This design comes from an exercise in tuning for small area, a short achievable clock period and few clock cycles per item on the open sky130 flow, not from production work.
Only simulation tests tie the RTL to the original design; equivalence was not proved.
No activity file was given, so power comes from the tool's default toggle rates.

Design huf_decode, start of the top module:
module huf_decode (
    input  wire        clk,
    input  wire        rst,
    input  wire        start,
    input  wire [15:0] tree_base,
    input  wire [15:0] tree_len,
    input  wire [15:0] blob_base,
    input  wire [15:0] blob_len,
    input  wire [19:0] start_bit,
    input  wire [15:0] nsym,
    output wire        ready,
    output wire        mem_req,
    output wire [15:0] mem_addr,
    input  wire        mem_gnt,
    input  wire        mem_rvalid,
    input  wire [15:0] mem_rdata,
    output wire        out_valid,
    output wire [7:0]  out_data,
    input  wire        out_ready,
    output wire        done,
    output wire [1:0]  done_err,
    output wire [19:0] done_info
);
export LEC_CHECK = 0
export CAP_MARGIN = 20
export CORE_MARGIN = 2
export CORE_UTILIZATION = 60
export SETUP_SLACK_MARGIN = 2.5
export SLEW_MARGIN = 20
create_clock -name core_clock -period 6.5 [get_ports {clk}]
standard.sh (not shown) runs the stock make flow with config.mk's settings and CLKGATE_MAP_FILE= SYNTH_SCRIPT=/design/flow/synth_recipe.tcl, a recipe that flattens the netlist after the stock synthesis.
==> flow/flow/run.sh <==
#!/bin/bash
# The standard layout (standard.sh), with plain buf_1 cells as the port
# buffers instead of ORFS's default port buffer cell. Every port still gets
# a buffer; everything else is the standard flow. The make output goes to
# flow_standard.log; ORFS keeps each step's log under orfs/logs.
export BUFFER_PORTS_ARGS="-buffer_cell sky130_fd_sc_hd__buf_1"
bash standard.sh > flow_standard.log 2>&1
The starting point produced a clean layout.
Testbench counts at the start, summed over its fixed seeds: cycles 58,292, items 5,993.
Change:
Settings changed: CTS_CLUSTER_DIAMETER set to 100, CTS_CLUSTER_SIZE set to 20, SETUP_SLACK_MARGIN 2.5 to 2.3.
Core utilization drops by 2.3 points.
Sequential cell count is unchanged.
Wire length is lower by 1.4%.
Global-route usage drops by 0.42 points.
Sequential share of layout area rose by 1.3 points.
Fmax decreases by about 2.5%.
Cell count decreases by 1.5%.
Clock power decreases by about 36%.
Non-clock buffer count is lower by 10.
Power is lower by 7.9%.
Change:
Settings changed: CORE_UTILIZATION 60 to 40, CTS_CLUSTER_DIAMETER 100 to not set, CTS_CLUSTER_SIZE 20 to not set, SETUP_SLACK_MARGIN 2.3 to 2.5.
=>
- critical path depth decreases by 4
- via count hardly moves
- sequential share of layout area decreases by 1.9 points
- global-route usage decreases by 8.7 points
- non-clock buffer count increases by 18
- cell count increases by 11%
- clock-buffer cell count increases by 13


Setup of run A:
huf_decode again, from the RTL that the note above started with.
export LEC_CHECK = 0
export CAP_MARGIN = 20
export CORE_MARGIN = 2
export CORE_UTILIZATION = 60
export CTS_CLUSTER_DIAMETER = 80
export CTS_CLUSTER_SIZE = 24
export SETUP_SLACK_MARGIN = 2.5
export SLEW_MARGIN = 20
create_clock -name core_clock -period 6.5 [get_ports {clk}]
Scripts as last shown in full above: flow/flow/run.sh
Testbench counts of run A, summed over its fixed seeds: cycles 58,292, items 5,993.
[inputs] run B vs run A
Settings: CORE_UTILIZATION: 60 -> 55; CTS_CLUSTER_SIZE: 24 -> 20; CTS_CLUSTER_DIAMETER: 80 -> 100.
Findings:
- Run B — actual transition at the worst max-transition pin 17 ps lower, run A as reference
- There was hardly any difference in leakage power between run A and run B.
- Clock power of run A is on par with run B.
- [compare] base=run A new=run B: register share of the cell area shrank by 0.16 points; register-to-register slack now sits lower.
- First-pass GRT wire length is lower on run B
### run B -> run C
Settings: swapping 20 for 30 in CTS_CLUSTER_SIZE; swapping 55 for 60 in CORE_UTILIZATION; swapping 100 for 120 in CTS_CLUSTER_DIAMETER.
Findings:
Number of placement rows: run C < run B
Run C vs. run B: met3 layer wire length in the routed design now sits higher; count of clock-buffer cells in the layout now sits lower; initial antenna violation count now sits higher; final total power now sits lower.
Side by side, via count of the routed design turned out higher in run C than in run B.
Run C against run B: layout overhead on the synthesized area shows a reduction of 0.67 points, routed wire length shows a reduction of 0.96%.
#### Input delta (run D over run C)
Settings: CTS_CLUSTER_DIAMETER: 120 -> 100; CTS_CLUSTER_SIZE: 30 -> 20; SETUP_SLACK_MARGIN: 2.5 -> 2.8.
Notes after the runs:
- Run D against run C: clock buffer count in the final layout went up by 8, total power consumption of the routed design went up by about 4%, wire length of the first global-routing pass moved up.
- Having completed the whole flow, run D delivered a layout that passed the timing, DRC and antenna checks.
- Going from run C to run D, share of the clock period used by the worst path shrinks by 0.25 points.
- Run C vs run D, highest metal layer used by the detailed router: met5 vs met4
- For run D, the busiest metal layer after global routing was met2, unlike run C, where it was met1.
- Run D against run C: layout cell share with drive strength beyond 1 increased 3.7 points; critical path depth went up 4.
- In the reports for run C and run D, the smaller fraction of met2 tracks used by global routing belongs to run C.
Changes in run E relative to run D:
Settings: GPL_TIMING_DRIVEN: unset -> 1; SETUP_SLACK_MARGIN: 2.8 -> 2.5; CTS_CLUSTER_SIZE: 20 -> unset; CTS_CLUSTER_DIAMETER: 100 -> unset.
### Flow results
Changes observed in run E relative to run D: final total power picked up an extra 4.5%; sequential power share lost 1.3 points; area growth from synthesis to layout lost 1.3 points.
The following lists how run F was set up differently from run E:
Settings: clearing GPL_TIMING_DRIVEN, which used to be 1; swapping 60 for 66 in CORE_UTILIZATION; putting CTS_CLUSTER_SIZE at 20 where nothing was set; putting CTS_CLUSTER_DIAMETER at 100 where nothing was set.
==> comparison <==
In the metrics for run F and run E, the one carrying the lower die area is run F.
Between run F and run E, the register share of total power is lower for run E.
Compared with run E, run F shows a higher sequential share of layout area.
Run F vs run E on final period demand of the worst path: run F is the higher one.
Run F — reported leakage power about 2.7% lower, run E as reference
Global-route wire length before repair, run F and run E, higher one = run E.
Between run F and run E, the global-route usage is lower for run E.
Final cell area excluding filler cells ended up 420 µm² lower on run F than on run E.
Between run F and run E, routed wire length is higher for run E, run F comes in under that.
Sort run F and run E by part of the cycle the worst path needs, ascending, and run E comes first.
Going from run E to run F, power after layout shrinks by about 7%.

-- re-timing with driven ports --
How much do the figures lean on ideal ports? The routed layouts below were timed once more, with nothing changed but the port constraints. Step 1, drivers: a clkbuf_16 drives clk and a buf_2 each remaining input, both assumed. Step 2 moves the port delays by t, midway between the first and last clock arrival at a register: inputs arrive t later, outputs are due t later. That takes back most of the time a late clock gives input paths. a / b / c = ideal ports / drivers / drivers and shift; a / b = the first two.
run | t, ns | slack for setup (ns) | worst hold slack (ns) | worst setup path at the end | pins driven straight from the clock port
the first run of note 1 | 0.608 | 2.502 / 2.525 / 1.917 | 0.480 / 0.480 / 0.480 | input to register | 1
the second run of note 1 | 0.546 | 2.399 / 2.399 / 1.894 | 0.504 / 0.504 / 0.504 | input to register | 1
the third run of note 1 | 0.641 | 2.418 / 2.452 / 1.811 | 0.499 / 0.499 / 0.499 | input to register | 1
run A | 0.553 | 2.568 / 2.592 / 2.038 | 0.491 / 0.491 / 0.491 | input to register | 1
run B | 0.548 | 2.514 / 2.548 / 2.000 | 0.503 / 0.503 / 0.503 | input to register | 1
run C | 0.542 | 2.553 / 2.581 / 2.038 | 0.499 / 0.499 / 0.499 | input to register | 1
run D | 0.552 | 2.569 / 2.591 / 2.038 | 0.494 / 0.494 / 0.494 | input to register | 1
run E | 0.608 | 2.502 / 2.525 / 1.917 | 0.480 / 0.480 / 0.480 | input to register | 1
run F | 0.565 | 2.433 / 2.463 / 1.898 | 0.491 / 0.491 / 0.491 | input to register | 1
After both steps setup and hold are still met in every run listed. For the third run of note 1, which loses most, drivers alone change the setup slack by +0.034 ns; drivers and shift together by -0.607 ns.
